This is an optimization exercise on Yosys and OpenROAD, whose aim is small area, a short achievable clock period and few clock cycles, not a production implementation.
Where RTL was checked, it was by simulation tests only, not by an equivalence proof against the original.
The RTL of runs 1 to 3 was laid out without a check of its function.
Power is estimated from default activity; no workload was simulated.

**design/flow/design.v**
```verilog
module boo_encoder (
  input  wire       clk,
  input  wire       rst,         
  input  wire       in_valid,
  output wire       in_ready,
  input  wire [7:0] in_data,
  input  wire       in_eof,
  input  wire       in_err,
  output wire       out_valid,
  input  wire       out_ready,
  output wire [7:0] out_data,
  input  wire       out_err,
  output wire [2:0] seq,
  output wire [1:0] err
);
  localparam [2:0] PH_HDR  = 3'b000,    
                   PH_HLF  = 3'b001,    
                   PH_DAT  = 3'b010,    
                   PH_TRL  = 3'b011,    
                   PH_DONE = 3'b110,
                   PH_ABR  = 3'b100,    
                   PH_ABW  = 3'b101;    
  localparam [7:0] CH_CR = 8'h0D, CH_LF = 8'h0A;
  reg  [2:0] ph;
  reg        p_lf, p_c3, p_z;   
  reg        ov;
  reg  [7:0] od;
  reg        g1, g2;            
  reg  [6:0] acc;               
  reg        n0, n1, n78;       
  reg  [5:0] col;               
  reg        w4, w2;            
  reg  [1:0] fill;              
  reg        hd_v, hd_e, hd_z;
  reg  [7:0] hd_b;
  reg        ir_v, ir_e, ir_z;
  reg  [7:0] ir_b;
  assign out_valid = ov;
  assign out_data  = od;
  assign seq = {ph[2] & ~ph[1], ph[2] & ph[1], ph[1]};
  assign err = {ph[2] & ~ph[1] & ph[0], ph[2] & ~ph[1] & ~ph[0]};
  assign in_ready = ~ir_v;
  wire slot     = ~ov | out_ready;
  wire out_fire = ov & out_ready;
  wire in_fire  = in_valid & in_ready;
  wire rd_fail  = in_fire & in_err;
  wire wr_fail  = out_fire & out_err;
  wire       src_v = hd_v;
  wire [7:0] sb    = hd_b;
  wire       kE    = hd_e;
  wire       kZ    = hd_z;                       
  wire       kN    = ~kE & ~kZ;
  wire hdr = (ph == PH_HDR);
  wire g0  = ~g1 & ~g2;
  wire pnd = p_lf | p_c3 | p_z;
  wire nb  = ~n0 & ~n1;                          
  wire f0  = (fill == 2'd0);
  wire b0  = ~hdr & g0;
  wire sil = kZ & b0 & (p_c3 | n0 | (nb & ~n78));
  wire s_lit  = ~hdr & ~g0;                                 
  wire s_run  = kZ & b0 & n1 & ~w2;                         
  wire s_cut  = kZ & b0 & n78;                              
  wire s_c0   = kN & b0 & n0 & ~w4;                         
  wire s_zl   = ~kZ & b0 & n1 & ~w4;                        
  wire s_tn   = ~kZ & b0 & nb;                              
  wire s_pad  = kE & b0 & n0 & ~f0 & ~w2;                   
  wire s_trl  = kE & b0 & n0 & f0;                          
  wire s_wrap = b0 & ((kZ & n1 & w2) | (kN & (n0 | n1) & w4) |
                      (kE & ((n1 & w4) | (n0 & ~f0 & w2))));
  wire s_hb   = hdr & ~kE;
  wire s_he   = hdr & kE;
  wire do_pend = pnd & slot;
  wire do_sil  = src_v & sil & (~p_c3 | slot);
  wire do_step = src_v & ~sil & ~pnd & slot;
  wire fin_step = (s_lit & ~kE) | s_run | s_cut | s_c0 | s_trl | s_hb | s_he;
  wire done     = do_sil | (do_step & fin_step);
  wire take     = ~hd_v | done;            
  wire [7:0] in_b = in_eof ? 8'h00 : in_data;
  wire       in_z = ~in_eof & (in_data == 8'h00);
  wire       c_cr = ~pnd & (s_he | s_wrap | s_trl);
  wire [6:0] v = ({7{p_lf}}              & 7'd90) |
                 ({7{c_cr}}              & 7'd93) |
                 ({7{p_c3}}              & {1'b0, acc[5:0]}) |
                 ({7{~pnd & s_lit & g1}} & {1'b0, acc[1:0], sb[7:4]}) |
                 ({7{~pnd & s_lit & g2}} & {1'b0, acc[3:0], sb[7:6]}) |
                 ({7{~pnd & s_c0}}       & {1'b0, sb[7:2]}) |
                 ({7{~pnd & s_tn}}       & acc) |
                 ({7{~pnd & (s_run | s_cut | s_pad)}} & 7'd78);
  wire [7:0] ch = (~pnd & s_hb) ? sb : {1'b0, v[6:4] + 3'd3, v[3:0]};
  wire op_load = do_step & (s_lit | s_c0);
  wire op_inc  = (do_sil & ~p_c3) | (do_step & s_run);
  wire op_set1 = (do_sil & p_c3) | (do_step & s_cut);
  wire op_set0 = (do_pend & p_c3) | (do_step & (s_zl | s_tn));
  wire col_clr  = do_step & s_wrap;
  wire col_inc1 = do_step & (s_run | s_pad);
  wire col_inc2 = do_step & (s_c0 | s_zl);
  reg  [2:0] ph_n;
  always @* begin
    ph_n = ph;
    if (do_step & s_trl) ph_n = PH_TRL;
    if (do_step & s_he)  ph_n = PH_HLF;
    if (out_fire && !pnd) begin
      if (ph == PH_HLF && ph_n == PH_HLF) ph_n = PH_DAT;
      if (ph == PH_TRL) ph_n = PH_DONE;
    end
  end
  always @(posedge clk) begin
    if (rst) begin
      ph <= PH_HDR;
      ov <= 1'b0;
    end else if (wr_fail) begin
      ph <= PH_ABW;
      ov <= 1'b0;
    end else if (rd_fail) begin
      ph <= PH_ABR;
      ov <= 1'b0;
    end else if (ph[2]) begin
      ov <= 1'b0;                       
    end else begin
      ph <= ph_n;
      if (ph_n == PH_DONE) ov <= 1'b0;
      else if (slot) ov <= do_pend | do_step;
    end
  end
  always @(posedge clk) begin
    if (rst) begin
      p_lf   <= 1'b0;
      p_c3   <= 1'b0;
      p_z    <= 1'b0;
      g1     <= 1'b0;
      g2     <= 1'b0;
      acc    <= 7'd0;
      n0     <= 1'b1;
      n1     <= 1'b0;
      n78    <= 1'b0;
      col    <= 6'd0;
      w4     <= 1'b0;
      w2     <= 1'b0;
      fill   <= 2'd0;
      hd_v   <= 1'b0;
      ir_v   <= 1'b0;
    end else begin
      if (do_pend) begin
        p_lf <= 1'b0;
        p_c3 <= 1'b0;
        p_z  <= 1'b0;
      end
      if (do_step) begin
        if (s_lit & g2) p_c3 <= 1'b1;
        if (s_wrap | s_trl | s_he) p_lf <= 1'b1;
        if (s_pad) p_z <= 1'b1;
        if (s_lit) begin
          g1 <= g0;                     
          g2 <= g1;
        end
        if (s_c0 | s_zl) g1 <= 1'b1;
        if (s_lit & kE) fill <= g1 ? 2'd2 : (f0 ? 2'd1 : fill);
        if (s_pad) fill <= fill - 2'd1;
      end
      if (op_load) begin
        acc <= {1'b0, sb[5:0]};
      end else if (op_inc) begin
        acc <= acc + 7'd1;
        n0  <= 1'b0;
        n1  <= n0;
        n78 <= (acc == 7'd77);
      end else if (op_set1) begin
        acc <= 7'd1;
        n0  <= 1'b0;
        n1  <= 1'b1;
        n78 <= 1'b0;
      end else if (op_set0) begin
        acc <= 7'd0;
        n0  <= 1'b1;
        n1  <= 1'b0;
        n78 <= 1'b0;
      end
      if (col_clr) begin
        col <= 6'd0;
        w4  <= 1'b0;
        w2  <= 1'b0;
      end else if (col_inc1) begin
        col <= col + 6'd1;
        w4  <= (col >= 6'd34);
        w2  <= w4;
      end else if (col_inc2) begin
        col <= col + 6'd2;
        w4  <= (col >= 6'd33);
        w2  <= (col >= 6'd34);
      end
      if (take) hd_v <= ir_v | (in_fire & ~in_err);
      ir_v <= (ir_v & ~take) | (in_fire & ~in_err & ~(take & ~ir_v));
    end
  end
  always @(posedge clk) begin
    if (slot) od <= ch;
    if (take) begin
      hd_b <= ir_v ? ir_b : in_b;
      hd_e <= ir_v ? ir_e : in_eof;
      hd_z <= ir_v ? ir_z : in_z;
    end
    if (in_ready) begin
      ir_b <= in_b;
      ir_e <= in_eof;
      ir_z <= in_z;
    end
  end
endmodule
```
**design/flow/flow/run.sh**
```bash
#!/bin/bash
# The standard layout, with plain buffers (not delay cells) on the ports.
set -euo pipefail
bash standard.sh 'BUFFER_PORTS_ARGS=-buffer_cell sky130_fd_sc_hd__buf_2' finish > standard_flow.log 2>&1
```
**design/flow/standard.sh**
```bash
#!/bin/bash
# synth_recipe.tcl (not shown) runs the flow's synth.tcl, then flattens the netlist and writes it again
# the make line also repeats each setting of config.mk as NAME=value (left out here)
make -C /OpenROAD-flow-scripts/flow DESIGN_CONFIG=/design/flow/config.mk WORK_HOME=/design/flow/orfs CLKGATE_MAP_FILE= SYNTH_SCRIPT=/design/flow/synth_recipe.tcl "${@:-finish}"
```
**design/flow/config.mk**
```make
export PLATFORM = sky130hd
export DESIGN_NAME = boo_encoder
export DESIGN_NICKNAME = boo_encoder
export VERILOG_FILES = /design/flow/design.v
export SDC_FILE = /design/flow/constraint.sdc
export NUM_CORES = 4
export LEC_CHECK = 0
export CAP_MARGIN = 20
export CORE_MARGIN = 2
export CORE_UTILIZATION = 40
export SETUP_SLACK_MARGIN = 2.6
export SLEW_MARGIN = 20
```
**design/flow/constraint.sdc**
```tcl
create_clock -name core_clock -period 5.0 [get_ports {clk}]
set_input_delay 1.0000 -clock core_clock [delete_from_list [all_inputs] [get_ports {clk}]]
set_output_delay 1.0000 -clock core_clock [all_outputs]
set_load 0.01 [all_outputs]
```
==> results by group, run 1 <==
Logic synthesis
  • Yosys reg bits: 59
  • Syn. warnings: 1
  • Top FF cell, synth: dfxtp_1
  • Syn Std Cell Area: 0.00328 mm^2
  • Gate Count Post-Synth: between 300 and 400
  • Register area share after synthesis: 0.414
  • Synthesized area per cell: 9.17 um^2
  • Post-synth cell types: 73
  • Post-synthesis net count: 382
  • Post-synth ARST share: 0
  • Post-synth EDFFs: 18

Cells and area
  • Antenna cells: 0
  • Non-filler cells, final: 510
  • Commonest non-fill, non-tap cell in the layout: nor2_1
  • Final instance area: 0.00393 mm^2
  • Layout Nets: approximately 420
  • FILL cells: 805
  • Finished Core Util: 0.486
  • Most frequent cells in the layout: nor2_1, dfxtp_1, buf_2
  • Area growth, synth to finish: 19.8%
  • Share of post-route cells with drive strength above 1: 0.259

Global route
  • GR Util met1: 0.277
  • Antenna violations before repair: 0
  • Congestion Overflow GR: 0
  • Met3 Track Usage GR: 0.0311
  • First-pass GRT wire length: 13700 um
  • Global-route met2 utilization: 0.299
  • Pin count of the biggest net entering global routing: 24
  • GR peak layer: met2
  • Tot GR Track Use: 0.196
  • Vias in the first global route: approximately 2700

Status
  • Outcome: no timing/DRC/antenna violations

Timing
  • Setup violations, final: 0
  • Clock skew: 7.23 ps
  • Final Cycle Share: 0.468
  • Fin. Hold Viols: 0
  • Crit path time final: 2340 ps
  • Slew HR: 0.588
  • Least-Margin Pin Slew: 615 ps
  • Max Slew Vio Count: 0
  • Setup TNS: 0 ps
  • Fmax: 428 MHz
  • RSZ-0062 raised after global routing: true

Worst setup path
  • Crit Path Class: reg2reg
  • Max FO, Critical Path: 8
  • Startpoint Class: flop
  • CP arrival: around 2400 ps
  • Worst setup EP type: flop
  • WP data required: 5060 ps

Worst hold path
  • Worst Hold Class: reg2reg

Routing
  • Post-DRT Antenna Nets: 0
  • WL/cell: approximately 17 um
  • Drt drc: 0
  • Via Count: 2981
  • Pre-Repair DR Iteration Count: 5
  • DRT Wirelength: 8560 um
  • Via density: 5.85
  • 1st-iter DRT viols: 320

Floorplanning
  • Core area: approximately 0.0081 mm^2
  • Die span in x: 94.6 um
  • Io pins: 30
  • Die H: around 95 um
  • Initial Utilization: 0.406
  • Core Rows: 33
  • Die footprint: 0.00895 mm^2

Clocking
  • Reg clk slew, reported paths: 70 ps
  • Post-CTS Hold Buffers: 0
  • # H-tree levels: 3
  • TritonCTS clock tree: built
  • Max Buffers Root-to-Sink: 2
  • Worst-Skew Late Latency: 330 ps
  • Root buffer cell: clkbuf_8
  • CTS Sinks: between 50 and 60
  • CTS buffer count: 9

Placed design
  • Placed Area: 0.00347 mm^2
  • Placed cell count: 473
  • PortBufs: 29
  • Dpl hpwl: 5800 um
  • Routability cong.: ~0.91

Flow run
  • Max Cap Violations: 0

Power and ir drop
  • Max IR drop VDD: 0.195 mV
  • Pwr dens: 271 mW/mm^2
  • LEAKAGE: 1.54 nW
[final cells by class]
cell class	instances	area [um^2]	area share
Inverter	13	53.8	0.0137
Tap cell	105	131	0.0334
Timing Repair Buffer	50	313	0.0795
Sequential cell	59	1370	0.348
Clock inverter	5	53.8	0.0137
Multi-Input combinational cell	267	1880	0.479
Clock buffer	11	131	0.0334
[through the flow]
stage          hold slack (ps)  power [mW]  setup WS (ps)
2_1_floorplan              431       0.600           2640
3_3_place_gp               459       0.636           1970
3_5_place_dp               463       0.636           2130
4_1_cts                    485        1.05           2550
5_1_grt                    501        1.10           2540
6_report                   482        1.07           2660
[worst paths after layout]
path	from	to	slack, ps	depth (start not counted)
worst max-delay path	ph[2]$_SDFF_PP0_	od[6]$_DFFE_PN_	2660	7
worst min-delay path	fill[1]$_SDFFE_PP0P_	fill[1]$_SDFFE_PP0P_	480	2
worst max register to register	ph[2]$_SDFF_PP0_	od[6]$_DFFE_PN_	2660	7
worst min register to register	fill[1]$_SDFFE_PP0P_	fill[1]$_SDFFE_PP0P_	480	2
[metal layers]
| metal | vias to the layer above | wire length [um] |
|---|---|---|
| met3 | 19 | 469 |
| met2 | 126 | 3960 |
| met5 | - | 0 |
| li1 | 1434 | - |
| met4 | 0 | 145 |
| met1 | 1402 | 3990 |
[what timing repair did]
action,CTS,global route
endpoints found under the hold margin,0,0
setup endpoints to repair,17,26
pin swaps,1,7
buffers inserted,0,20
gates cloned,0,1
resized for setup,8,13
[flip-flops by register name, indices dropped and copies added, names as in the netlist, 2 cells and up]
name	flops
fill	2
acc	7
od	8
hd_b	8
ir_b	8
col	6
ph	3
[synth_stat cells (4+ instances only)]
cell type  number  area (um^2)
and3_1          5         31.3
mux2i_1         4         40.0
buf_2           5         25.0
ha_1            9          113
a31oi_1        10         62.6
xnor2_1         4         35.0
buf_4           5         37.5
and2_1          4         25.0
nor4_1          4         25.0
nor3_1          9         45.0
a21oi_1        15         75.1
edfxtp_1       18          541
dfxtp_1        41          821
nand3_1        10         50.1
inv_1          12         45.0
a21o_1          4         30.0
o21ai_0        17         85.1
a31o_2          4         35.0
a22o_1         10         87.6
nor2_1         38          143
nor2b_1         8         50.1
nand2_1        26         97.6
or3_1           6         37.5
clkbuf_1       10         37.5
a22oi_1        10         75.1
nand4_1         5         31.3
[cells by family after synthesis]
logic type,after synthesis,share of synthesized area
adders and majority gates,9,0.0343
and+or+nand+nor,137,0.234
DFF,59,0.414
AOI/OAI and AO/OA,107,0.234
muxes,6,0.0190
xor gates and xnor gates,7,0.0187
buffers and inverters,33,0.0453
[power by group]
group          leakage [nW]  switching [mW]  internal (mW)
Clock                0.0971           0.188          0.229
Combinational         0.906          0.0684         0.0506
Sequential            0.537          0.0156          0.516
[worst max-delay path: stages, from the launching register on]
cell and delay (ps):
dfxtp_1 390, nor3_4 310, nor2_1 150, a31o_2 310, a222oi_1 420, ha_2 250
xor2_1 130, a21oi_1 100
==> inputs of run 2 (changes only) <==
--- a/design/flow/config.mk
+++ b/design/flow/config.mk
@@ -9,4 +9,4 @@
 export CORE_MARGIN = 2
 export CORE_UTILIZATION = 40
-export SETUP_SLACK_MARGIN = 2.6
+export SETUP_SLACK_MARGIN = 2.8
 export SLEW_MARGIN = 20
==> results by group, run 2 <==
Worst setup path
  • Crit-path cells: nor3_4, buf_4, a31o_2, a222oi_1, ha_2, xor2_1, a21oi_1
  • End point of the critical path: od[6]$_DFFE_PN_
  • Reg2reg end: od[6]$_DFFE_PN_
  • FF-to-FF Start: p_lf$_SDFF_PP0_
  • Crit Path Class: reg2reg
  • CP arrival: 2330 ps (-60 ps)
  • Flop2flop setup slack: 2750 ps (+90 ps)
  • Worst r2r path cells: 7 (unchanged)
  • Max FO, Critical Path: 9 (+1)
  • Worst setup EP type: flop
  • WP data required: 5080 ps (+20 ps)
  • Crit path launch: p_lf$_SDFF_PP0_
  • Worst path max stage delay: 530 ps (+110 ps)
  • Worst path slowest cell: dfxtp_1
  • Startpoint Class: flop

Power and ir drop
  • LEAKAGE: 1.56 nW (+1.4%)
  • Pwr dens: 267 mW/mm^2 (-1.6%)
  • Max IR drop VDD: 0.148 mV (-24%)

Flow run
  • Max Cap Violations: 0 (unchanged)

Timing
  • Fmax: 445 MHz (+4.0%)
  • Slew HR: 0.664 (+0.0760)
  • Final Cycle Share: 0.450 (-0.0179)
  • Fin. Hold Viols: 0 (unchanged)
  • RSZ-0062 raised after global routing: true
  • Clock skew: 8.37 ps (+1.14 ps)
  • Max Slew Vio Count: 0 (unchanged)
  • Setup TNS: 0 ps (unchanged)
  • Setup violations, final: 0 (unchanged)
  • Least-Margin Pin Slew: 499 ps (-116 ps)
  • Crit path time final: 2250 ps (-89.7 ps)

Cells and area
  • Finished Core Util: 0.497 (+0.0110)
  • Share of post-route cells with drive strength above 1: 0.293 (+0.0338)
  • Layout Nets: 425 (+0.24%)
  • Commonest non-fill, non-tap cell in the layout: nor2_1
  • Antenna cells: 0 (unchanged)
  • Multi-input gate area: 0.00194 mm^2 (+3.0%)
  • Largest regs: hd_b (8), ir_b (8), od (8)
  • Area growth, synth to finish: 22.5%
  • Most frequent cells in the layout: nor2_1, dfxtp_1, buf_2
  • Sequential cell area: 0.00138 mm^2 (+0.82%)
  • FILL cells: 777 (-3.5%)

Clocking
  • Worst-Skew Late Latency: 340 ps (about the same)
  • Root buffer cell: clkbuf_8
  • # H-tree levels: 3 (unchanged)
  • Max Buffers Root-to-Sink: 2 (unchanged)
  • TritonCTS clock tree: built
  • CTS Sinks: 59 (unchanged)
  • Post-CTS Hold Buffers: 0 (unchanged)
  • CTS buffer count: 9 (unchanged)
  • Reg clk slew, reported paths: 70 ps (about the same)

Status
  • Outcome: no timing/DRC/antenna violations

Logic synthesis
  • Register area share after synthesis: 0.414 (unchanged)
  • Cell taking the most area after synthesis: dfxtp_1
  • Post-synth cell types: 73 (unchanged)
  • Post-synthesis net count: 382 (unchanged)
  • Syn Std Cell Area: 0.00328 mm^2 (unchanged)
  • Top FF cell, synth: dfxtp_1
  • Synth area leaders: dfxtp_1, edfxtp_1, nor2_1
  • Most common cell in the netlist: dfxtp_1
  • Synth cell count leaders: dfxtp_1, nor2_1, nand2_1
  • Yosys reg bits: 59 (unchanged)
  • Gate Count Post-Synth: 358 (unchanged)
  • Syn. warnings: 1 (unchanged)
  • Post-synth EDFFs: 18 (unchanged)
  • Synthesized area per cell: 9.17 um^2 (unchanged)
  • Synth top area share: 0.250 (unchanged)
  • Post-synth ARST share: 0 (unchanged)

Routing
  • Via Count: 3036 (+1.8%)
  • DRT Wirelength: 8590 um (+0.37%)
  • Post-DRT Antenna Nets: 0 (unchanged)
  • Drt drc: 0 (unchanged)
  • Pre-Repair DR Iteration Count: 5 (unchanged)
  • 1st-iter DRT viols: 367 (+15%)
  • Via density: 5.94 (+1.6%)
  • WL/cell: 16.8 um (+0.18%)

Floorplanning
  • Initial Utilization: 0.406 (unchanged)
  • Io pins: 30 (unchanged)
  • Die span in x: 94.6 um (unchanged)
  • Core Rows: 33 (unchanged)
  • Die footprint: 0.00895 mm^2 (unchanged)
  • Core area: 0.00809 mm^2 (unchanged)
  • Die H: 94.6 um (unchanged)

Global route
  • Vias in the first global route: 2801 (+4.9%)
  • Tot GR Track Use: 0.203 (+0.00784)
  • Congestion Overflow GR: 0 (unchanged)
  • First-pass GRT wire length: 14200 um (+3.9%)
  • Antenna violations before repair: 0 (unchanged)
  • Pin count of the biggest net entering global routing: 24 (unchanged)

Placed design
  • Routability cong.: 0.921 (+1.1%)
  • Dpl hpwl: 5850 um (+0.90%)
  • PortBufs: 29 (unchanged)

Worst hold path
  • Worst Hold Class: reg2reg
-- run 2: cell counts after synthesis --
Identical to the previous run, type by type.
-- run 2: cell families after synthesis --
kind of cell	after synthesis	synth area share
fa+ha+maj	9	0.0343
mux	6	0.0190
compound gates	107	0.234
simple gates	137	0.234
buf+inv	33	0.0453
flops	59	0.414
xor+xnor	7	0.0187
-- run 2: metal layers --
metal,GRT usage,wire length [um]
met5,0,0
met4,0.0749,113
met1,0.280,3970
met3,0.0391,587
met2,0.317,3920
-- run 2: critical path, delay by kind of cell (launching register included) --
family	cells	cell delay, ps
flip-flops	1	530
AO/OA/AOI/OAI	3	750
adder cells (fa/ha/maj)	1	260
AND/OR/NAND/NOR	1	120
buffers and inverters	1	190
XOR/XNOR	1	140
-- run 2: worst min-delay path by stage --
| stage | from | endpoint | slack [ps] | cells past startpoint |
|---|---|---|---|---|
| floorplan | ir_b[6]$_DFF_P_ | ir_b[6]$_DFF_P_ | 430 | 2 |
| global placement | ir_e$_DFF_P_ | ir_e$_DFF_P_ | 460 | 1 |
| detailed placement | ir_e$_DFF_P_ | ir_e$_DFF_P_ | 460 | 1 |
| CTS | fill[1]$_SDFFE_PP0P_ | fill[1]$_SDFFE_PP0P_ | 480 | 2 |
| global route | ir_e$_DFF_P_ | ir_e$_DFF_P_ | 500 | 1 |
| finish | ir_e$_DFF_P_ | ir_e$_DFF_P_ | 480 | 1 |
-- run 2: report_power, final --
group          switching [mW]  internal [mW]
Clock                   0.189          0.241
Sequential             0.0149          0.515
Combinational          0.0675         0.0465
-- run 2: per-stage QoR --
stage	cells	power [mW]	setup slack [ps]	instance area (um^2)	hold slack (ps)
6_report	511	1.07	2750	4020	478
5_1_grt	511	1.12	2670	4020	496
4_1_cts	504	1.08	2740	3930	477
3_5_place_dp	472	0.635	2030	3490	457
3_3_place_gp	472	0.635	2150	3490	463
2_1_floorplan	358	0.601	2670	3320	431
-- run 2: what timing repair did --
action | in CTS | in global routing
setup endpoints to repair | 41 | 32
gates cloned | 1 | 0
setup buffers | 15 | 7
resized for setup | 26 | 13
pin swaps | 6 | 10
-- run 2: cell type report --
class                      instances  area share
sequential                        59       0.343
clock buffer                      11      0.0351
tap                              105      0.0327
timing repair buffer              51      0.0809
multi-input combinational        267       0.482
inverter                          13      0.0134
clock inverter                     5      0.0131
==> inputs of run 3 (changes only) <==
--- a/design/flow/config.mk
+++ b/design/flow/config.mk
@@ -9,4 +9,4 @@
 export CORE_MARGIN = 2
 export CORE_UTILIZATION = 40
-export SETUP_SLACK_MARGIN = 2.8
+export SETUP_SLACK_MARGIN = 3.1
 export SLEW_MARGIN = 20
==> results by group, run 3 <==
Status
  • Outcome: no timing/DRC/antenna violations

Logic synthesis
  • Synth Area in XOR/XNOR: 0.0187 (unchanged)
  • Compound-gate portion of the synthesized area: 0.234 (unchanged)
  • Post-synth cell types: 73 (unchanged)
  • Adder-cell share of the synthesized area: 0.0343 (unchanged)
  • Cell taking the most area after synthesis: dfxtp_1
  • Post-synth EDFFs: 18 (unchanged)
  • Post-synthesis net count: 382 (unchanged)
  • Largest family of logic cells by synthesized area: compound AO/OA/AOI/OAI gates
  • Synth top area share: 0.250 (unchanged)
  • Post-synth ARST share: 0 (unchanged)
  • Syn. warnings: 1 (unchanged)
  • Gate Count Post-Synth: 358 (unchanged)
  • Most common cell in the netlist: dfxtp_1
  • Register area share after synthesis: 0.414 (unchanged)
  • Synth area leaders: dfxtp_1, edfxtp_1, nor2_1
  • Post-synthesis mux area share: 0.0190 (unchanged)
  • Synthesized area per cell: 9.17 um^2 (unchanged)
  • Post-synthesis simple-gate area fraction: 0.234 (unchanged)
  • Top FF cell, synth: dfxtp_1
  • Synth cell count leaders: dfxtp_1, nor2_1, nand2_1
  • Syn Std Cell Area: 0.00328 mm^2 (unchanged)
  • Yosys reg bits: 59 (unchanged)

Global route
  • First-pass GRT wire length: 15700 um (+11%)
  • Tot GR Track Use: 0.226 (+0.0228)
  • Antenna violations before repair: 0 (unchanged)
  • Pin count of the biggest net entering global routing: 24 (unchanged)
  • Vias in the first global route: 3074 (+9.7%)
  • Congestion Overflow GR: 0 (unchanged)

Worst setup path
  • Reg2reg end: hd_b[0]$_DFFE_PP_
  • CP arrival: 2280 ps (-50 ps)
  • Crit path buffers/inverters: 2 (+1)
  • Crit-path cells: nor2b_1, o21ai_0, a21boi_1, o211ai_1, a32oi_4, buf_6, buf_12
  • CP delay by family, top: compound AO/OA/AOI/OAI gates
  • Worst path slowest cell: dfxtp_2
  • Flop2flop setup slack: 2780 ps (+30 ps)
  • Worst r2r path cells: 7 (unchanged)
  • Max FO, Critical Path: 10 (+1)
  • Crit Path Class: reg2reg
  • Startpoint Class: flop
  • Worst path max stage delay: 450 ps (-80 ps)
  • WP data required: 5060 ps (-20 ps)
  • Worst setup EP type: flop
  • FF-to-FF Start: n1$_SDFFE_PP0P_

Routing
  • Via density: 6.07 (+2.2%)
  • DRT Wirelength: 10400 um (+21%)
  • Drt drc: 0 (unchanged)
  • Pre-Repair DR Iteration Count: 5 (unchanged)
  • WL/cell: 18.9 um (+12%)
  • Via Count: 3339 (+10%)
  • Post-DRT Antenna Nets: 0 (unchanged)
  • 1st-iter DRT viols: 422 (+15%)

Timing
  • Fin. Hold Viols: 0 (unchanged)
  • Max Slew Vio Count: 0 (unchanged)
  • Slew HR: 0.530 (-0.134)
  • Setup violations, final: 0 (unchanged)
  • Least-Margin Pin Slew: 698 ps (+199 ps)
  • RSZ-0062 raised after global routing: true
  • Clock skew: 7.61 ps (-0.763 ps)
  • Setup TNS: 0 ps (unchanged)
  • Final Cycle Share: 0.443 (-0.00622)
  • Crit path time final: 2220 ps (-31.1 ps)
  • Fmax: 451 MHz (+1.4%)

Power and ir drop
  • LEAKAGE: 1.90 nW (+22%)
  • Total power: 1.08 mW (+0.73%)
  • Max IR drop VDD: 0.183 mV (+24%)
  • Pwr dens: 228 mW/mm^2 (-15%)

Cells and area
  • Antenna cells: 0 (unchanged)
  • Area growth, synth to finish: 44.7%
  • Multi-input gate area: 0.00224 mm^2 (+15%)
  • Largest regs: hd_b (8), ir_b (8), od (8)
  • Non-filler cells, final: 550 (+7.6%)
  • Share of post-route cells with drive strength above 1: 0.454 (+0.161)
  • Sequential cell area: 0.00139 mm^2 (+1.0%)
  • Commonest non-fill, non-tap cell in the layout: buf_4
  • FILL cells: 687 (-12%)
  • Most frequent cells in the layout: buf_4, nor2_1, dfxtp_1
  • Layout Nets: 464 (+9.2%)

Worst hold path
  • Worst hold endpoint: ir_z$_DFF_P_
  • Worst Hold Class: reg2reg
  • Hold path depth: 1 (unchanged)
  • Hold Crit Start: ir_z$_DFF_P_

Floorplanning
  • Die span in x: 94.6 um (unchanged)
  • Core Rows: 33 (unchanged)
  • Die footprint: 0.00895 mm^2 (unchanged)
  • Io pins: 30 (unchanged)
  • Initial Utilization: 0.406 (unchanged)
  • Core area: 0.00809 mm^2 (unchanged)
  • Die H: 94.6 um (unchanged)

Clocking
  • CTS Sinks: 59 (unchanged)
  • TritonCTS clock tree: built
  • Worst-Skew Late Latency: 340 ps (about the same)
  • Root buffer cell: clkbuf_8
  • Reg clk slew, reported paths: 70 ps (about the same)
  • CTS buffer count: 9 (unchanged)
  • Max Buffers Root-to-Sink: 2 (unchanged)
  • # H-tree levels: 3 (unchanged)
  • Post-CTS Hold Buffers: 0 (unchanged)

Flow run
  • Max Cap Violations: 0 (unchanged)

Placed design
  • Routability cong.: 0.907 (-1.4%)
  • PortBufs: 29 (unchanged)
  • Placed cell count: 472 (unchanged)
  • Dpl hpwl: 5940 um (+1.5%)
## run 3: cell counts after synthesis
Identical to the previous run, type by type.
## run 3: final cells by class
| cell class | count | share of cell area |
|---|---|---|
| repair buffers | 90 | 0.161 |
| well taps | 105 | 0.0276 |
| inverters | 13 | 0.0118 |
| flip-flops and latches | 59 | 0.293 |
| clock inverters | 4 | 0.00553 |
| clock buffers | 12 | 0.0305 |
| multi-input cells | 267 | 0.471 |
## run 3: metrics by stage
stage | instance area, um^2 | setup slack, ps | hold slack [ps] | util
6_report | 4750 | 2780 | 481 | 0.587
4_1_cts | 4330 | 2870 | 490 | 0.535
5_1_grt | 4750 | 2710 | 505 | 0.587
2_1_floorplan | 3390 | 2700 | 431 | -
3_3_place_gp | 3540 | 2330 | 456 | 0.438
3_5_place_dp | 3540 | 2290 | 464 | 0.438
## run 3: kinds of logic (layout without fill, tap and decap cells)
family	count (synthesis)	in the layout
and+or+nand+nor	137	138
AOI/OAI and AO/OA	107	107
DFF	59	59
buffers and inverters	33	119
adders and majority gates	9	9
xor gates and xnor gates	7	7
muxes	6	6
## run 3: layer usage
| layer | vias up | part of all wire | track usage |
|---|---|---|---|
| met5 | - | 0 | 0 |
| li1 | 1519 | - | - |
| met1 | 1588 | 0.42 | 0.301 |
| met4 | 0 | 0.029 | 0.100 |
| met2 | 194 | 0.47 | 0.353 |
| met3 | 38 | 0.076 | 0.0503 |
## run 3: timing repair
item                       CTS  global route
pin swaps                   29            26
gates resized for setup     70            61
setup endpoints to repair   50            49
hold endpoints to repair     0             0
cloned                       2             0
buffers inserted            38            22
## run 3: power breakdown
| part | leakage, nW | switching, mW | internal (mW) |
|---|---|---|---|
| clock network | 0.0863 | 0.194 | 0.193 |
| logic | 1.27 | 0.0909 | 0.0759 |
| registers | 0.543 | 0.0155 | 0.513 |
## run 3: how the worst max path moves through the flow
stage,slack [ps],from,endpoint,cells after the start
finish,2780,n1$_SDFFE_PP0P_,hd_b[0]$_DFFE_PP_,7
global route,2710,hd_z$_DFFE_PP_,od[6]$_DFFE_PN_,9
CTS,2870,fill[1]$_SDFFE_PP0P_,od[6]$_DFFE_PN_,10
detailed placement,2290,out_ready,col[4]$_SDFFE_PP0P_,8
global placement,2330,out_ready,col[4]$_SDFFE_PP0P_,8
floorplan,2700,out_ready,col[5]$_SDFFE_PP0P_,8
==> inputs of run 4 (changes only) <==
--- a/design/flow/design.v
+++ b/design/flow/design.v
@@ -53,5 +53,5 @@
   wire hdr = (ph == PH_HDR);
   wire g0  = ~g1 & ~g2;
-  wire pnd = p_lf | p_c3 | p_z;
+  reg  pnd;                                      
   wire nb  = ~n0 & ~n1;                          
   wire f0  = (fill == 2'd0);
@@ -78,14 +78,29 @@
   wire [7:0] in_b = in_eof ? 8'h00 : in_data;
   wire       in_z = ~in_eof & (in_data == 8'h00);
+  function [3:0] TU(input [2:0] u);       
+    TU = {1'b0, u + 3'd3};
+  endfunction
   wire       c_cr = ~pnd & (s_he | s_wrap | s_trl);
-  wire [6:0] v = ({7{p_lf}}              & 7'd90) |
-                 ({7{c_cr}}              & 7'd93) |
-                 ({7{p_c3}}              & {1'b0, acc[5:0]}) |
-                 ({7{~pnd & s_lit & g1}} & {1'b0, acc[1:0], sb[7:4]}) |
-                 ({7{~pnd & s_lit & g2}} & {1'b0, acc[3:0], sb[7:6]}) |
-                 ({7{~pnd & s_c0}}       & {1'b0, sb[7:2]}) |
-                 ({7{~pnd & s_tn}}       & acc) |
-                 ({7{~pnd & (s_run | s_cut | s_pad)}} & 7'd78);
-  wire [7:0] ch = (~pnd & s_hb) ? sb : {1'b0, v[6:4] + 3'd3, v[3:0]};
+  wire       c_c1 = ~pnd & s_lit & g1;
+  wire       c_c2 = ~pnd & s_lit & g2;
+  wire       c_c0 = ~pnd & s_c0;
+  wire       c_tn = ~pnd & s_tn;
+  wire       c_tl = ~pnd & (s_run | s_cut | s_pad);
+  wire [3:0] vl = ({4{p_lf}} & 4'hA) |
+                  ({4{c_cr}} & 4'hD) |
+                  ({4{p_c3}} & acc[3:0]) |
+                  ({4{c_c1}} & sb[7:4]) |
+                  ({4{c_c2}} & {acc[1:0], sb[7:6]}) |
+                  ({4{c_c0}} & sb[5:2]) |
+                  ({4{c_tn}} & acc[3:0]) |
+                  ({4{c_tl}} & 4'hE);
+  wire [3:0] vu = ({4{p_c3}} & TU({1'b0, acc[5:4]})) |
+                  ({4{c_c1}} & TU({1'b0, acc[1:0]})) |
+                  ({4{c_c2}} & TU({1'b0, acc[3:2]})) |
+                  ({4{c_c0}} & TU({1'b0, sb[7:6]})) |
+                  ({4{c_tn}} & TU(acc[6:4])) |
+                  ({4{c_tl}} & 4'h7) |
+                  ({4{p_z | (~pnd & s_zl)}} & 4'h3);       
+  wire [7:0] ch = (~pnd & s_hb) ? sb : {vu, vl};
   wire op_load = do_step & (s_lit | s_c0);
   wire op_inc  = (do_sil & ~p_c3) | (do_step & s_run);
@@ -128,4 +143,5 @@
       p_c3   <= 1'b0;
       p_z    <= 1'b0;
+      pnd    <= 1'b0;
       g1     <= 1'b0;
       g2     <= 1'b0;
@@ -145,5 +161,8 @@
         p_c3 <= 1'b0;
         p_z  <= 1'b0;
-      end
+        pnd  <= 1'b0;
+      end
+      if (do_step & ((s_lit & g2) | s_wrap | s_trl | s_he | s_pad))
+        pnd <= 1'b1;
       if (do_step) begin
         if (s_lit & g2) p_c3 <= 1'b1;
--- a/design/flow/config.mk
+++ b/design/flow/config.mk
@@ -9,4 +9,4 @@
 export CORE_MARGIN = 2
 export CORE_UTILIZATION = 40
-export SETUP_SLACK_MARGIN = 3.1
+export SETUP_SLACK_MARGIN = 3.0
 export SLEW_MARGIN = 20
==> results by group, run 4 <==
Global route
  • First-pass GRT wire length: 14900 um (-5.3%)
  • Pin count of the biggest net entering global routing: 27 (+13%)
  • Antenna violations before repair: 0 (unchanged)
  • Vias in the first global route: 3012 (-2.0%)
  • Congestion Overflow GR: 0 (unchanged)
  • Tot GR Track Use: 0.190 (-0.0364)

Logic synthesis
  • Post-synth EDFFs: 18 (unchanged)
  • Most common cell in the netlist: dfxtp_1
  • Syn. warnings: 1 (unchanged)
  • Synth cell count leaders: dfxtp_1, nor2_1, nand2_1
  • Synthesized area per cell: 9.50 um^2 (+3.6%)
  • Gate Count Post-Synth: 371 (+3.6%)
  • Post-synth ARST share: 0 (unchanged)
  • Post-synthesis net count: 401 (+5.0%)
  • Cell taking the most area after synthesis: dfxtp_1
  • Register area share after synthesis: 0.392 (-0.0227)
  • Post-synth cell types: 83 (+14%)
  • Top FF cell, synth: dfxtp_1
  • Synth top area share: 0.238 (-0.0114)
  • Syn Std Cell Area: 0.00353 mm^2 (+7.4%)
  • Yosys reg bits: 60 (+1.7%)
  • Synth area leaders: dfxtp_1, edfxtp_1, ha_1

Timing
  • Setup violations, final: 0 (unchanged)
  • Max Slew Vio Count: 0 (unchanged)
  • Least-Margin Pin Slew: 634 ps (-63.7 ps)
  • WHS: 469 ps (-12.1 ps)
  • Clock skew: 11.2 ps (+3.64 ps)
  • Fmax: 453 MHz (+0.36%)
  • Setup TNS: 0 ps (unchanged)
  • Slew HR: 0.573 (+0.0435)
  • RSZ-0062 raised after global routing: true
  • Fin. Hold Viols: 0 (unchanged)
  • Crit path time final: 2210 ps (-7.98 ps)
  • Final Cycle Share: 0.442 (-0.00160)
  • Setup WS post-layout: 2790 ps (+7.98 ps)

Worst setup path
  • End point of the critical path: err[1]
  • FF-to-FF Start: ph[1]$_SDFFE_PP0N_
  • WP data required: 4000 ps (-1060 ps)
  • Reg2reg end: od[2]$_DFFE_PN_
  • CP arrival: 1210 ps (-1070 ps)
  • Crit path launch: ph[1]$_SDFFE_PP0N_
  • Crit Path Class: reg2out
  • Flop2flop setup slack: 2900 ps (+120 ps)
  • Max FO, Critical Path: 4 (-6)
  • Worst r2r path cells: 11 (+4)
  • Worst setup EP type: output port
  • Startpoint Class: flop

Flow run
  • Max Cap Violations: 0 (unchanged)

Routing
  • Via Count: 3204 (-4.0%)
  • Post-DRT Antenna Nets: 0 (unchanged)
  • Drt drc: 0 (unchanged)
  • WL/cell: 17.7 um (-6.4%)
  • 1st-iter DRT viols: 262 (-38%)
  • Pre-Repair DR Iteration Count: 5 (unchanged)
  • Via density: 5.83 (-4.0%)
  • DRT Wirelength: 9720 um (-6.4%)

Placed design
  • Pre-CTS setup slack: 2370 ps (+87.5 ps)
  • Routability cong.: 0.866 (-4.6%)
  • PortBufs: 29 (unchanged)
  • Placed Area: 0.00373 mm^2 (+5.2%)
  • Placed cell count: 491 (+4.0%)
  • Dpl hpwl: 5940 um (about the same)

Cells and area
  • Final instance area: 0.00462 mm^2 (-2.8%)
  • Layout Nets: 467 (+0.65%)
  • Antenna cells: 0 (unchanged)
  • Most frequent cells in the layout: nand2_1, nor2_1, buf_4
  • Share of post-route cells with drive strength above 1: 0.400 (-0.0535)
  • Area growth, synth to finish: 31.0%
  • Non-filler cells, final: 550 (unchanged)
  • Largest regs: hd_b (8), ir_b (8), od (8)

Power and ir drop
  • Share of power burned in the clock network: 0.420 (+0.063)
  • Combinational Power Share: 0.109 (-0.045)
  • LEAKAGE: 1.71 nW (-9.7%)
  • Pwr dens: 242 mW/mm^2 (+6.5%)
  • Internal Power: 822 uW (+5.2%)
  • Sw Share: 0.266 (-0.0121)
  • Share of power burned in registers: 0.472 (-0.016)
  • Max IR drop VDD: 0.136 mV (-25%)
  • P_sw: 297 uW (-1.0%)

Status
  • Outcome: no timing/DRC/antenna violations

Worst hold path
  • Hold path depth: 2 (+1)
  • Worst Hold Class: reg2reg
  • Hold Crit Start: ir_b[6]$_DFF_P_

Clocking
  • Post-CTS Hold Buffers: 0 (unchanged)
  • CTS buffer count: 9 (unchanged)
  • Worst-Skew Late Latency: 350 ps (about the same)
  • # H-tree levels: 3 (unchanged)
  • Root buffer cell: clkbuf_8
  • Reg clk slew, reported paths: 80 ps (about the same)
  • Max Buffers Root-to-Sink: 2 (unchanged)
  • CTS Sinks: 60 (+1.7%)
  • TritonCTS clock tree: built

Floorplanning
  • Core Rows: 34 (+3.0%)
  • Initial Utilization: 0.408 (+0.00244)
  • Die H: 97.9 um (+3.5%)
  • Die span in x: 97.9 um (+3.5%)
  • Die footprint: 0.00958 mm^2 (+7.0%)
  • Core area: 0.00864 mm^2 (+6.7%)
  • Io pins: 30 (unchanged)
[run 4: area by class of cell]
type	instances	area (um^2)
clock inverter	6	72.6
inverter	22	87.6
sequential	60	1410
multi-input combinational	274	2260
fill	750	4020
clock buffer	10	138
timing repair buffer	70	513
tap	108	135
[run 4: repair_timing]
item,in CTS,in global routing
setup buffers,22,19
hold endpoints to repair,0,0
gates cloned,0,2
resized for setup,24,71
pin swaps,8,33
endpoints found under the setup margin,43,41
[run 4: metal layers]
layer | track usage | share of wire | up-vias
met4 | 0.0791 | 0.014 | 0
li1 | - | - | 1519
met2 | 0.299 | 0.48 | 121
met5 | 0 | 0 | -
met3 | 0.0415 | 0.055 | 19
met1 | 0.253 | 0.45 | 1545
[run 4: per-stage QoR]
stage               power, mW  utilization
floorplan               0.596            -
global placement        0.626        0.431
detailed placement      0.626        0.431
CTS                      1.10        0.484
global route             1.16        0.535
finish                   1.12        0.535
[run 4: cell families (layout without fill, tap and decap cells)]
group | Yosys count | in the layout | share of synthesized area
compound gates | 103 | 103 | 0.227
xor+xnor | 7 | 7 | 0.0174
fa+ha+maj | 15 | 15 | 0.0532
buf+inv | 39 | 108 | 0.0504
flops | 60 | 60 | 0.392
mux | 6 | 6 | 0.0174
simple gates | 141 | 143 | 0.242
[run 4: worst min path at each step]
stage | slack, ps | to
4_1_cts | 470 | ir_b[6]$_DFF_P_
2_1_floorplan | 430 | ir_b[6]$_DFF_P_
5_1_grt | 500 | ir_e$_DFF_P_
3_5_place_dp | 460 | ir_b[6]$_DFF_P_
3_3_place_gp | 450 | ir_b[6]$_DFF_P_
6_report | 470 | ir_b[6]$_DFF_P_
[run 4: critical path: stages, from the launching register on]
cell	delay (ps)
dfxtp_4	360
and2b_2	240
and2_1	130
buf_2	130
[run 4: power by group through the flow]
| stage | combinational, mW | clock [mW] | sequential (mW) |
|---|---|---|---|
| after global placement | 0.0833 | 0 | 0.542 |
| after detailed placement | 0.0831 | 0 | 0.543 |
| after floorplan | 0.0541 | 0 | 0.542 |
| final | 0.122 | 0.470 | 0.528 |
| after global routing | 0.132 | 0.499 | 0.530 |
| after CTS | 0.0968 | 0.472 | 0.529 |
Testbench counts of run 4, summed over its fixed seeds: cycles 37,727.
==> inputs of run 5 (changes only) <==
--- a/design/flow/config.mk
+++ b/design/flow/config.mk
@@ -8,5 +8,5 @@
 export CAP_MARGIN = 20
 export CORE_MARGIN = 2
-export CORE_UTILIZATION = 40
-export SETUP_SLACK_MARGIN = 3.0
+export CORE_UTILIZATION = 60
+export SETUP_SLACK_MARGIN = 2.8
 export SLEW_MARGIN = 20
==> results by group, run 5 <==
Clocking
  • Reg clk slew, reported paths: 70 ps (about the same)
  • Root buffer cell: clkbuf_8
  • # H-tree levels: 3 (unchanged)
  • Post-CTS Hold Buffers: 0 (unchanged)
  • CTS Sinks: 60 (unchanged)
  • TritonCTS clock tree: built
  • Worst-Skew Late Latency: 350 ps (about the same)
  • Max Buffers Root-to-Sink: 2 (unchanged)
  • CTS buffer count: 9 (unchanged)

Logic synthesis
  • Syn Std Cell Area: 0.00353 mm^2 (unchanged)
  • Syn. warnings: 1 (unchanged)
  • Post-synthesis net count: 401 (unchanged)
  • Synth area leaders: dfxtp_1, edfxtp_1, ha_1
  • Top FF cell, synth: dfxtp_1
  • Post-synth EDFFs: 18 (unchanged)
  • Gate Count Post-Synth: 371 (unchanged)
  • Post-synth ARST share: 0 (unchanged)
  • Yosys reg bits: 60 (unchanged)
  • Register area share after synthesis: 0.392 (unchanged)
  • Post-synth cell types: 83 (unchanged)
  • Synthesized area per cell: 9.50 um^2 (unchanged)
  • Most common cell in the netlist: dfxtp_1
  • Cell taking the most area after synthesis: dfxtp_1
  • Synth top area share: 0.238 (unchanged)
  • Synth cell count leaders: dfxtp_1, nor2_1, nand2_1

Power and ir drop
  • Max IR drop VDD: 0.231 mV (+70%)
  • Pwr dens: 252 mW/mm^2 (+3.9%)
  • LEAKAGE: 1.50 nW (-13%)

Routing
  • 1st-iter DRT viols: 233 (-11%)
  • Via Count: 3019 (-5.8%)
  • DRT Wirelength: 8270 um (-15%)
  • Via density: 6.21 (+6.6%)
  • WL/cell: 17.0 um (-3.7%)
  • Post-DRT Antenna Nets: 0 (unchanged)
  • Drt drc: 0 (unchanged)
  • Pre-Repair DR Iteration Count: 5 (unchanged)

Cells and area
  • Largest regs: hd_b (8), ir_b (8), od (8)
  • Layout Nets: 439 (-6.0%)
  • Area growth, synth to finish: 14.3%
  • Share of post-route cells with drive strength above 1: 0.266 (-0.135)
  • Most frequent cells in the layout: nor2_1, dfxtp_1, nand2_1
  • Antenna cells: 0 (unchanged)
  • Final instance area: 0.00403 mm^2 (-13%)
  • FILL cells: 456 (-39%)
  • Commonest non-fill, non-tap cell in the layout: nor2_1

Worst hold path
  • Hold path depth: 2 (unchanged)
  • Worst hold endpoint: ir_b[6]$_DFF_P_
  • Hold Crit Start: ir_b[6]$_DFF_P_
  • Worst Hold Class: reg2reg

Global route
  • Vias in the first global route: 2927 (-2.8%)
  • Pin count of the biggest net entering global routing: 27 (unchanged)
  • GR peak layer: met2
  • GR Util met1: 0.364 (+0.111)
  • Antenna violations before repair: 0 (unchanged)
  • First-pass GRT wire length: 13800 um (-7.4%)
  • Global-route met2 utilization: 0.443 (+0.145)
  • Congestion Overflow GR: 0 (unchanged)
  • Tot GR Track Use: 0.276 (+0.0863)
  • Met3 Track Usage GR: 0.0573 (+0.0158)

Worst setup path
  • Worst setup EP type: output port
  • CP arrival: 1190 ps (-20 ps)
  • Reg2reg end: od[4]$_DFFE_PN_
  • Startpoint Class: flop
  • Worst r2r path cells: 8 (-3)
  • FF-to-FF Start: fill[0]$_SDFFE_PP0P_
  • Crit-path cells: and2b_2, and2_4, buf_6
  • Max FO, Critical Path: 4 (unchanged)
  • Flop2flop setup slack: 2900 ps (about the same)
  • Worst path slowest cell: dfxtp_4
  • WP data required: 4000 ps (about the same)
  • Worst path max stage delay: 350 ps (about the same)
  • Crit path launch: ph[1]$_SDFFE_PP0N_
  • Crit Path Class: reg2out

Timing
  • RSZ-0062 raised after global routing: true
  • Clock skew: 9.15 ps (-2.10 ps)
  • Crit path time final: 2190 ps (-23.2 ps)
  • Fin. Hold Viols: 0 (unchanged)
  • Setup TNS: 0 ps (unchanged)
  • Fmax: 458 MHz (+1.1%)
  • Final Cycle Share: 0.437 (-0.00463)
  • Slew HR: 0.586 (+0.0127)
  • Max Slew Vio Count: 0 (unchanged)
  • Setup violations, final: 0 (unchanged)
  • Least-Margin Pin Slew: 615 ps (-18.9 ps)

Floorplanning
  • Die footprint: 0.00651 mm^2 (-32%)
  • Initial Utilization: 0.629 (+0.220)
  • Die span in x: 80.7 um (-18%)
  • Core Rows: 27 (-21%)
  • Io pins: 30 (unchanged)
  • Core area: 0.00561 mm^2 (-35%)
  • Die H: 80.7 um (-18%)

Placed design
  • Dpl hpwl: 5830 um (-1.9%)
  • PortBufs: 29 (unchanged)
  • Placed Area: 0.00367 mm^2 (-1.5%)
  • Routability cong.: 0.881 (+1.8%)

Status
  • Outcome: no timing/DRC/antenna violations

Flow run
  • Max Cap Violations: 0 (unchanged)
## run 5: cell counts after synthesis
Identical to the previous run, type by type.
## run 5: final cells by class
class | instances | area [um^2] | area share
multi-input cells | 272 | 2010 | 0.499
flip-flops and latches | 60 | 1400 | 0.346
repair buffers | 44 | 270 | 0.0670
clock buffers | 9 | 124 | 0.0307
well taps | 72 | 90.1 | 0.0223
inverters | 22 | 87.6 | 0.0217
clock inverters | 7 | 52.6 | 0.0130
## run 5: metal layers
layer | vias to the layer above | part of all wire
met5 | - | 0
met4 | 0 | 0.018
met3 | 14 | 0.064
met2 | 116 | 0.46
met1 | 1423 | 0.46
li1 | 1466 | -
## run 5: metrics by stage
stage	hold slack, ps	power, mW	setup WS (ps)	instances	utilization
CTS	482	1.01	2810	475	0.697
global route	506	1.05	2770	486	0.719
global placement	457	0.623	2440	455	0.655
floorplan	427	0.595	2720	371	-
detailed placement	466	0.624	2400	455	0.655
finish	475	1.02	2810	486	0.719
## run 5: critical path: cells and delay by family (launching register included)
family	cells	cell delay, ps
buf+inv	1	110
flops	1	350
simple gates	2	370
## run 5: cell families (layout without fill, tap and decap cells)
family / Yosys count / count (layout) / synth area share
xor gates and xnor gates: 7 / 7 / 0.0174
buffers and inverters: 39 / 82 / 0.0504
muxes: 6 / 6 / 0.0174
DFF: 60 / 60 / 0.392
adders and majority gates: 15 / 15 / 0.0532
AOI/OAI and AO/OA: 103 / 103 / 0.227
and+or+nand+nor: 141 / 141 / 0.242
## run 5: timing repair
action                     4_1_cts  5_1_grt
pin swaps                        3        2
resized for setup               10       11
setup endpoints to repair       21       25
setup buffers                    4       11
## run 5: how the worst max path moves through the flow
stage,cells past startpoint,end,slack [ps]
floorplan,7,col[4]$_SDFFE_PP0P_,2720
global placement,8,col[4]$_SDFFE_PP0P_,2440
detailed placement,8,col[4]$_SDFFE_PP0P_,2400
CTS,3,err[1],2810
global route,8,od[4]$_DFFE_PN_,2770
finish,3,err[0],2810
## run 5: power by group
part	internal, mW	leakage (nW)	total, mW	switching, mW
registers	0.519	0.549	0.530	0.0112
clock network	0.182	0.0896	0.392	0.211
logic	0.0407	0.856	0.0931	0.0523
total	0.742	1.50	1.02	0.274
==> inputs of run 6 (changes only) <==
--- a/design/flow/config.mk
+++ b/design/flow/config.mk
@@ -8,5 +8,5 @@
 export CAP_MARGIN = 20
 export CORE_MARGIN = 2
-export CORE_UTILIZATION = 60
+export CORE_UTILIZATION = 70
 export SETUP_SLACK_MARGIN = 2.8
 export SLEW_MARGIN = 20
==> results by group, run 6 <==
Worst setup path
  • Crit path launch: out_ready
  • CP arrival: 2310 ps (+1120 ps)
  • Startpoint Class: input pin
  • Worst setup EP type: flop
  • WP data required: 5050 ps (+1050 ps)
  • Crit Path Class: in2reg
  • Worst path max stage delay: 320 ps (-30 ps)
  • FF-to-FF Start: g2$_SDFFE_PP0P_
  • Max FO, Critical Path: 10 (+6)
  • Worst path slowest cell: a22oi_1
  • Flop2flop setup slack: 2780 ps (-120 ps)
  • End point of the critical path: hd_b[6]$_DFFE_PP_
  • Crit-path cells: buf_2, nor2b_4, buf_4, nor2_1, o31ai_2, a22oi_1, nand2b_4
  • Reg2reg end: hd_b[6]$_DFFE_PP_
  • Worst r2r path cells: 6 (-2)

Power and ir drop
  • Internal Power: 898 uW (+21%)
  • Share of power burned in registers: 0.448 (-0.074)
  • Max IR drop VDD: 0.365 mV (+58%)
  • P_sw: 286 uW (+4.3%)
  • Sw Share: 0.242 (-0.0285)
  • LEAKAGE: 1.58 nW (+5.5%)
  • Combinational Power Share: 0.089 (-0.003)
  • Pwr dens: 283 mW/mm^2 (+12%)
  • Total power: 1.18 mW (+17%)
  • Share of power burned in the clock network: 0.462 (+0.076)

Global route
  • Vias in the first global route: 2909 (-0.61%)
  • Tot GR Track Use: 0.339 (+0.0627)
  • Pin count of the biggest net entering global routing: 27 (unchanged)
  • First-pass GRT wire length: 14200 um (+3.1%)
  • Antenna violations before repair: 0 (unchanged)
  • Congestion Overflow GR: 0 (unchanged)

Timing
  • Fin. Hold Viols: 0 (unchanged)
  • Final Cycle Share: 0.451 (+0.0143)
  • Clock skew: 11.6 ps (+2.43 ps)
  • Max Slew Vio Count: 0 (unchanged)
  • Crit path time final: 2260 ps (+71.3 ps)
  • Fmax: 443 MHz (-3.2%)
  • Setup TNS: 0 ps (unchanged)
  • RSZ-0062 raised after global routing: true
  • Slew HR: 0.513 (-0.0726)
  • Least-Margin Pin Slew: 723 ps (+108 ps)
  • Setup violations, final: 0 (unchanged)

Clocking
  • Worst-Skew Late Latency: 360 ps (about the same)
  • Post-CTS Hold Buffers: 0 (unchanged)
  • Max Buffers Root-to-Sink: 2 (unchanged)
  • Root buffer cell: clkbuf_8
  • Reg clk slew, reported paths: 70 ps (about the same)
  • # H-tree levels: 3 (unchanged)
  • TritonCTS clock tree: built
  • CTS buffer count: 9 (unchanged)
  • CTS Sinks: 60 (unchanged)

Logic synthesis
  • Cell taking the most area after synthesis: dfxtp_1
  • Synth area leaders: dfxtp_1, edfxtp_1, ha_1
  • Post-synth ARST share: 0 (unchanged)
  • Synthesized area per cell: 9.50 um^2 (unchanged)
  • Syn Std Cell Area: 0.00353 mm^2 (unchanged)
  • Yosys reg bits: 60 (unchanged)
  • Post-synth cell types: 83 (unchanged)
  • Post-synthesis net count: 401 (unchanged)
  • Synth top area share: 0.238 (unchanged)
  • Syn. warnings: 1 (unchanged)
  • Synth cell count leaders: dfxtp_1, nor2_1, nand2_1
  • Register area share after synthesis: 0.392 (unchanged)
  • Most common cell in the netlist: dfxtp_1
  • Top FF cell, synth: dfxtp_1
  • Gate Count Post-Synth: 371 (unchanged)
  • Post-synth EDFFs: 18 (unchanged)

Cells and area
  • Commonest non-fill, non-tap cell in the layout: nor2_1
  • Sequential cell area: 0.00140 mm^2 (about the same)
  • Antenna cells: 0 (unchanged)
  • Share of post-route cells with drive strength above 1: 0.287 (+0.0217)
  • Final instance area: 0.00419 mm^2 (+4.0%)
  • Layout Nets: 446 (+1.6%)
  • Area growth, synth to finish: 18.9%
  • Largest regs: hd_b (8), ir_b (8), od (8)
  • Most frequent cells in the layout: nor2_1, nand2_1, dfxtp_1
  • Finished Core Util: 0.876 (+0.157)
  • Multi-input gate area: 0.00205 mm^2 (+1.8%)
  • FILL cells: 245 (-46%)
  • Non-filler cells, final: 488 (+0.41%)

Status
  • Outcome: no timing/DRC/antenna violations

Floorplanning
  • Core Rows: 25 (-7.4%)
  • Die span in x: 75.0 um (-7.1%)
  • Core area: 0.00479 mm^2 (-15%)
  • Die footprint: 0.00562 mm^2 (-14%)
  • Io pins: 30 (unchanged)
  • Die H: 75.0 um (-7.1%)
  • Initial Utilization: 0.737 (+0.108)

Placed design
  • Placed Area: 0.00366 mm^2 (-0.17%)
  • Routability cong.: 0.909 (+3.1%)
  • PortBufs: 29 (unchanged)
  • Dpl hpwl: 5710 um (-2.0%)
  • Placed cell count: 450 (-1.1%)

Routing
  • DRT Wirelength: 9790 um (+18%)
  • Pre-Repair DR Iteration Count: 5 (unchanged)
  • 1st-iter DRT viols: 416 (+79%)
  • Via Count: 3249 (+7.6%)
  • Post-DRT Antenna Nets: 0 (unchanged)
  • Drt drc: 0 (unchanged)
  • WL/cell: 20.1 um (+18%)
  • Via density: 6.66 (+7.2%)

Flow run
  • Max Cap Violations: 0 (unchanged)

Worst hold path
  • Worst Hold Class: reg2reg
  • Hold Crit Start: col[4]$_SDFFE_PP0P_
==> run 6: layer usage <==
metal	part of all wire	wire length [um]	global-route usage
met5	0	0	0
met4	0.047	457	0.127
met3	0.086	841	0.0843
met2	0.47	4610	0.555
met1	0.40	3880	0.435
==> run 6: layout make-up <==
type                    count  area share
inverters                  22      0.0209
clock buffers               9      0.0295
multi-input cells         272       0.489
repair buffers             51      0.0785
clock inverters             7      0.0295
well taps                  67      0.0200
flip-flops and latches     60       0.333
==> run 6: worst min path at each step <==
stage                                     end  slack [ps]  cells after the start
after floorplan               ir_b[6]$_DFF_P_         430                      2
after global placement        ir_b[6]$_DFF_P_         450                      2
after detailed placement      ir_b[4]$_DFF_P_         470                      1
after CTS                 col[4]$_SDFFE_PP0P_         490                      2
after global routing          ir_b[2]$_DFF_P_         510                      1
final                     col[4]$_SDFFE_PP0P_         480                      2
==> run 6: power by group through the flow <==
stage                     logic, mW  registers (mW)  clock network (mW)
after floorplan              0.0528           0.542                   0
after global placement       0.0804           0.541                   0
after detailed placement     0.0822           0.542                   0
after CTS                    0.0870           0.531               0.545
after global routing          0.112           0.532               0.564
final                         0.106           0.531               0.548
==> run 6: metrics by stage <==
| stage | setup slack, ps | hold WS [ps] |
|---|---|---|
| global placement | 2430 | 449 |
| finish | 2740 | 481 |
| detailed placement | 2390 | 467 |
| floorplan | 2720 | 427 |
| global route | 2740 | 509 |
| CTS | 2810 | 487 |
==> run 6: cells by family (layout without fill, tap and decap cells) <==
family | count (synthesis) | in the layout | share of synthesized area
AOI/OAI and AO/OA | 103 | 103 | 0.227
buffers and inverters | 39 | 89 | 0.0504
DFF | 60 | 60 | 0.392
muxes | 6 | 6 | 0.0174
adders and majority gates | 15 | 15 | 0.0532
and+or+nand+nor | 141 | 141 | 0.242
xor gates and xnor gates | 7 | 7 | 0.0174
==> run 6: what timing repair did <==
| action | 4_1_cts | 5_1_grt |
|---|---|---|
| setup endpoints to repair | 25 | 27 |
| buffers inserted | 9 | 13 |
| gates resized for setup | 12 | 20 |
| pin swaps | 4 | 4 |
| endpoints found under the hold margin | 0 | 0 |
==> run 6: worst max-delay path, delay by kind of cell <==
kind	cells	cell delay, ps
AOI/OAI and AO/OA	2	480
buffers and inverters	2	290
and+or+nand+nor	3	540
==> inputs of run 7 (changes only) <==
--- a/design/flow/config.mk
+++ b/design/flow/config.mk
@@ -8,5 +8,5 @@
 export CAP_MARGIN = 20
 export CORE_MARGIN = 2
-export CORE_UTILIZATION = 70
+export CORE_UTILIZATION = 40
 export SETUP_SLACK_MARGIN = 2.8
 export SLEW_MARGIN = 20
==> results by group, run 7 <==
Timing
  • Crit path time final: 2180 ps (-77.6 ps)
  • Fin. Hold Viols: 0 (unchanged)
  • Clock skew: 11.1 ps (-0.509 ps)
  • Setup TNS: 0 ps (unchanged)
  • Max Slew Vio Count: 0 (unchanged)
  • Final Cycle Share: 0.436 (-0.0155)
  • Setup violations, final: 0 (unchanged)
  • Setup WS post-layout: 2820 ps (+77.6 ps)
  • Slew HR: 0.615 (+0.101)
  • RSZ-0062 raised after global routing: true
  • Least-Margin Pin Slew: 573 ps (-150 ps)
  • Fmax: 459 MHz (+3.6%)

Global route
  • Tot GR Track Use: 0.180 (-0.159)
  • Pin count of the biggest net entering global routing: 27 (unchanged)
  • First-pass GRT wire length: 14000 um (-1.3%)
  • Vias in the first global route: 2816 (-3.2%)
  • Antenna violations before repair: 0 (unchanged)
  • Congestion Overflow GR: 0 (unchanged)

Status
  • Outcome: no timing/DRC/antenna violations

Worst setup path
  • Crit path buffers/inverters: 1 (-1)
  • Crit Path Class: reg2out
  • Worst path max stage delay: 340 ps (+20 ps)
  • Worst path slowest cell: dfxtp_4
  • Crit-path cells: and2b_2, and2_4, buf_6
  • Startpoint Class: flop
  • WP data required: 4000 ps (-1050 ps)
  • CP arrival: 1180 ps (-1130 ps)
  • Worst setup EP type: output port
  • Max FO, Critical Path: 4 (-6)
  • CP delay by family, top: simple AND/OR/NAND/NOR gates

Logic synthesis
  • Yosys reg bits: 60 (unchanged)
  • Syn Std Cell Area: 0.00353 mm^2 (unchanged)
  • Synth top area share: 0.238 (unchanged)
  • Post-synth EDFFs: 18 (unchanged)
  • Synthesized area per cell: 9.50 um^2 (unchanged)
  • Post-synth ARST share: 0 (unchanged)
  • Syn. warnings: 1 (unchanged)
  • Top FF cell, synth: dfxtp_1
  • Gate Count Post-Synth: 371 (unchanged)
  • Most common cell in the netlist: dfxtp_1
  • Register area share after synthesis: 0.392 (unchanged)
  • Synth area leaders: dfxtp_1, edfxtp_1, ha_1
  • Cell taking the most area after synthesis: dfxtp_1
  • Synth cell count leaders: dfxtp_1, nor2_1, nand2_1
  • Post-synth cell types: 83 (unchanged)
  • Post-synthesis net count: 401 (unchanged)

Cells and area
  • Share of post-route cells with drive strength above 1: 0.262 (-0.0253)
  • Area growth, synth to finish: 16.7%
  • FILL cells: 850 (+250%)
  • Multi-input gate area: 0.00203 mm^2 (-1.1%)
  • Sequential cell area: 0.00140 mm^2 (about the same)
  • Commonest non-fill, non-tap cell in the layout: nor2_1
  • Final instance area: 0.00412 mm^2 (-1.9%)
  • Layout Nets: 437 (-2.0%)
  • Finished Core Util: 0.477 (-0.400)
  • Antenna cells: 0 (unchanged)
  • Most frequent cells in the layout: nor2_1, dfxtp_1, nand2_1
  • Largest regs: hd_b (8), ir_b (8), od (8)

Flow run
  • Max Cap Violations: 0 (unchanged)

Routing
  • 1st-iter DRT viols: 232 (-44%)
  • Via density: 5.79 (-13%)
  • Drt drc: 0 (unchanged)
  • Via Count: 3009 (-7.4%)
  • Pre-Repair DR Iteration Count: 5 (unchanged)
  • WL/cell: 16.6 um (-17%)
  • DRT Wirelength: 8630 um (-12%)
  • Post-DRT Antenna Nets: 0 (unchanged)

Placed design
  • Dpl hpwl: 6120 um (+7.2%)
  • Placed Area: 0.00372 mm^2 (+1.4%)
  • PortBufs: 29 (unchanged)
  • Routability cong.: 0.860 (-5.4%)
  • Pre-CTS setup slack: 2360 ps (-28.4 ps)

Power and ir drop
  • Max IR drop VDD: 0.141 mV (-61%)
  • LEAKAGE: 1.51 nW (-4.5%)
  • Pwr dens: 273 mW/mm^2 (-3.4%)
  • Total power: 1.12 mW (-5.2%)

Clocking
  • # H-tree levels: 3 (unchanged)
  • Reg clk slew, reported paths: 70 ps (about the same)
  • CTS buffer count: 9 (unchanged)
  • Max Buffers Root-to-Sink: 2 (unchanged)
  • Worst-Skew Late Latency: 350 ps (about the same)
  • TritonCTS clock tree: built
  • Root buffer cell: clkbuf_8
  • CTS Sinks: 60 (unchanged)

Worst hold path
  • Worst Hold Class: reg2reg

Floorplanning
  • Initial Utilization: 0.408 (-0.328)
  • Io pins: 30 (unchanged)
  • Die footprint: 0.00958 mm^2 (+70%)
  • Die span in x: 97.9 um (+31%)
  • Die H: 97.9 um (+31%)
  • Core Rows: 34 (+36%)
  • Core area: 0.00864 mm^2 (+80%)
[run 7: changes by cell type in the layout (fill, tap and decap cells not counted), sizes merged]
cell,delta
inv,+2
buf,-9
bufinv,-1
clkinv,-1
[run 7: power breakdown]
part,total (mW),switching (mW),leakage (nW),internal [mW]
Clock,0.499,0.215,0.110,0.284
Combinational,0.0939,0.0547,0.847,0.0392
Sequential,0.530,0.0109,0.549,0.519
[run 7: worst reg2reg max path: cells and delay by family, from the launching register on]
kind,cells,cell delay (ps)
AND/OR/NAND/NOR,2,610
buffers and inverters,1,220
flip-flops,1,560
AO/OA/AOI/OAI,2,450
[run 7: path summary, 6_finish.rpt]
kind                            from                 to  slack, ps  cells after the start
setup / recovery  ph[1]$_SDFFE_PP0N_             err[1]       2820                      3
hold / removal          ir_e$_DFF_P_       ir_e$_DFF_P_        480                      1
setup reg to reg      hd_e$_DFFE_PP_  hd_b[7]$_DFFE_PP_       2860                      5
hold reg to reg         ir_e$_DFF_P_       ir_e$_DFF_P_        480                      1
[run 7: cell families (layout without fill, tap and decap cells)]
family | count (synthesis) | in the layout | share of synthesized area
AOI/OAI and AO/OA | 103 | 103 | 0.227
buffers and inverters | 39 | 80 | 0.0504
and+or+nand+nor | 141 | 141 | 0.242
adders and majority gates | 15 | 15 | 0.0532
muxes | 6 | 6 | 0.0174
DFF | 60 | 60 | 0.392
xor gates and xnor gates | 7 | 7 | 0.0174
[run 7: stage by stage]
| stage | cells | hold WS (ps) |
|---|---|---|
| after floorplan | 371 | 427 |
| after detailed placement | 491 | 463 |
| after CTS | 513 | 482 |
| after global routing | 520 | 487 |
| final | 520 | 483 |
| after global placement | 491 | 447 |
[run 7: cell type report]
cell class | instances | share of cell area
Multi-Input combinational cell | 272 | 0.492
Clock inverter | 7 | 0.0240
Tap cell | 108 | 0.0328
Clock buffer | 9 | 0.0301
Timing Repair Buffer | 42 | 0.0605
Inverter | 22 | 0.0213
Sequential cell | 60 | 0.339
[run 7: timing repair]
action / CTS / global route
pin swaps: 1 / 4
endpoints found under the setup margin: 19 / 26
cloned: 0 / 0
buffers inserted: 6 / 7
hold buffers: 0 / 0
resized for setup: 9 / 13
[run 7: per-layer routing]
layer	track usage	wire (um)	vias to the layer above
met3	0.0429	506	18
met1	0.251	4130	1421
met2	0.273	3870	118
li1	-	-	1452
met4	0.0652	125	0
met5	0	0	-

-- separate check: timing with driven ports --
How much do the figures lean on ideal ports? The routed layouts below were timed once more, with nothing changed but the port constraints. Step 1 (the two cells are an assumption about what drives the block):
set clk [get_ports {clk}]
set_driving_cell -lib_cell sky130_fd_sc_hd__clkbuf_16 $clk
set_driving_cell -lib_cell sky130_fd_sc_hd__buf_2 [delete_from_list [all_inputs] $clk]
Step 2, shift: input delay + t, output delay - t, t = (earliest + latest rising clock arrival at the registers) / 2. This alone moves slack from input paths to output paths. Slacks: no drivers / after step 1 / after step 2; pairs: no drivers / after step 1.
run | shift t [ns] | setup WS [ns] | latest minus earliest clock arrival (ns)
run 1 | 0.356 | 2.662 / 2.662 / 2.333 | 0.008 / 0.007
run 2 | 0.362 | 2.752 / 2.752 / 2.496 | 0.008 / 0.009
run 3 | 0.373 | 2.783 / 2.783 / 2.500 | 0.008 / 0.008
run 4 | 0.370 | 2.791 / 2.764 / 2.580 | 0.011 / 0.012
run 5 | 0.371 | 2.814 / 2.786 / 2.512 | 0.009 / 0.010
run 6 | 0.379 | 2.743 / 2.732 / 2.361 | 0.012 / 0.012
run 7 | 0.378 | 2.821 / 2.791 / 2.529 | 0.011 / 0.011
After both steps setup and hold are still met in every run listed. For run 6, which loses most, drivers alone change the setup slack by -0.011 ns; drivers and shift together by -0.382 ns.
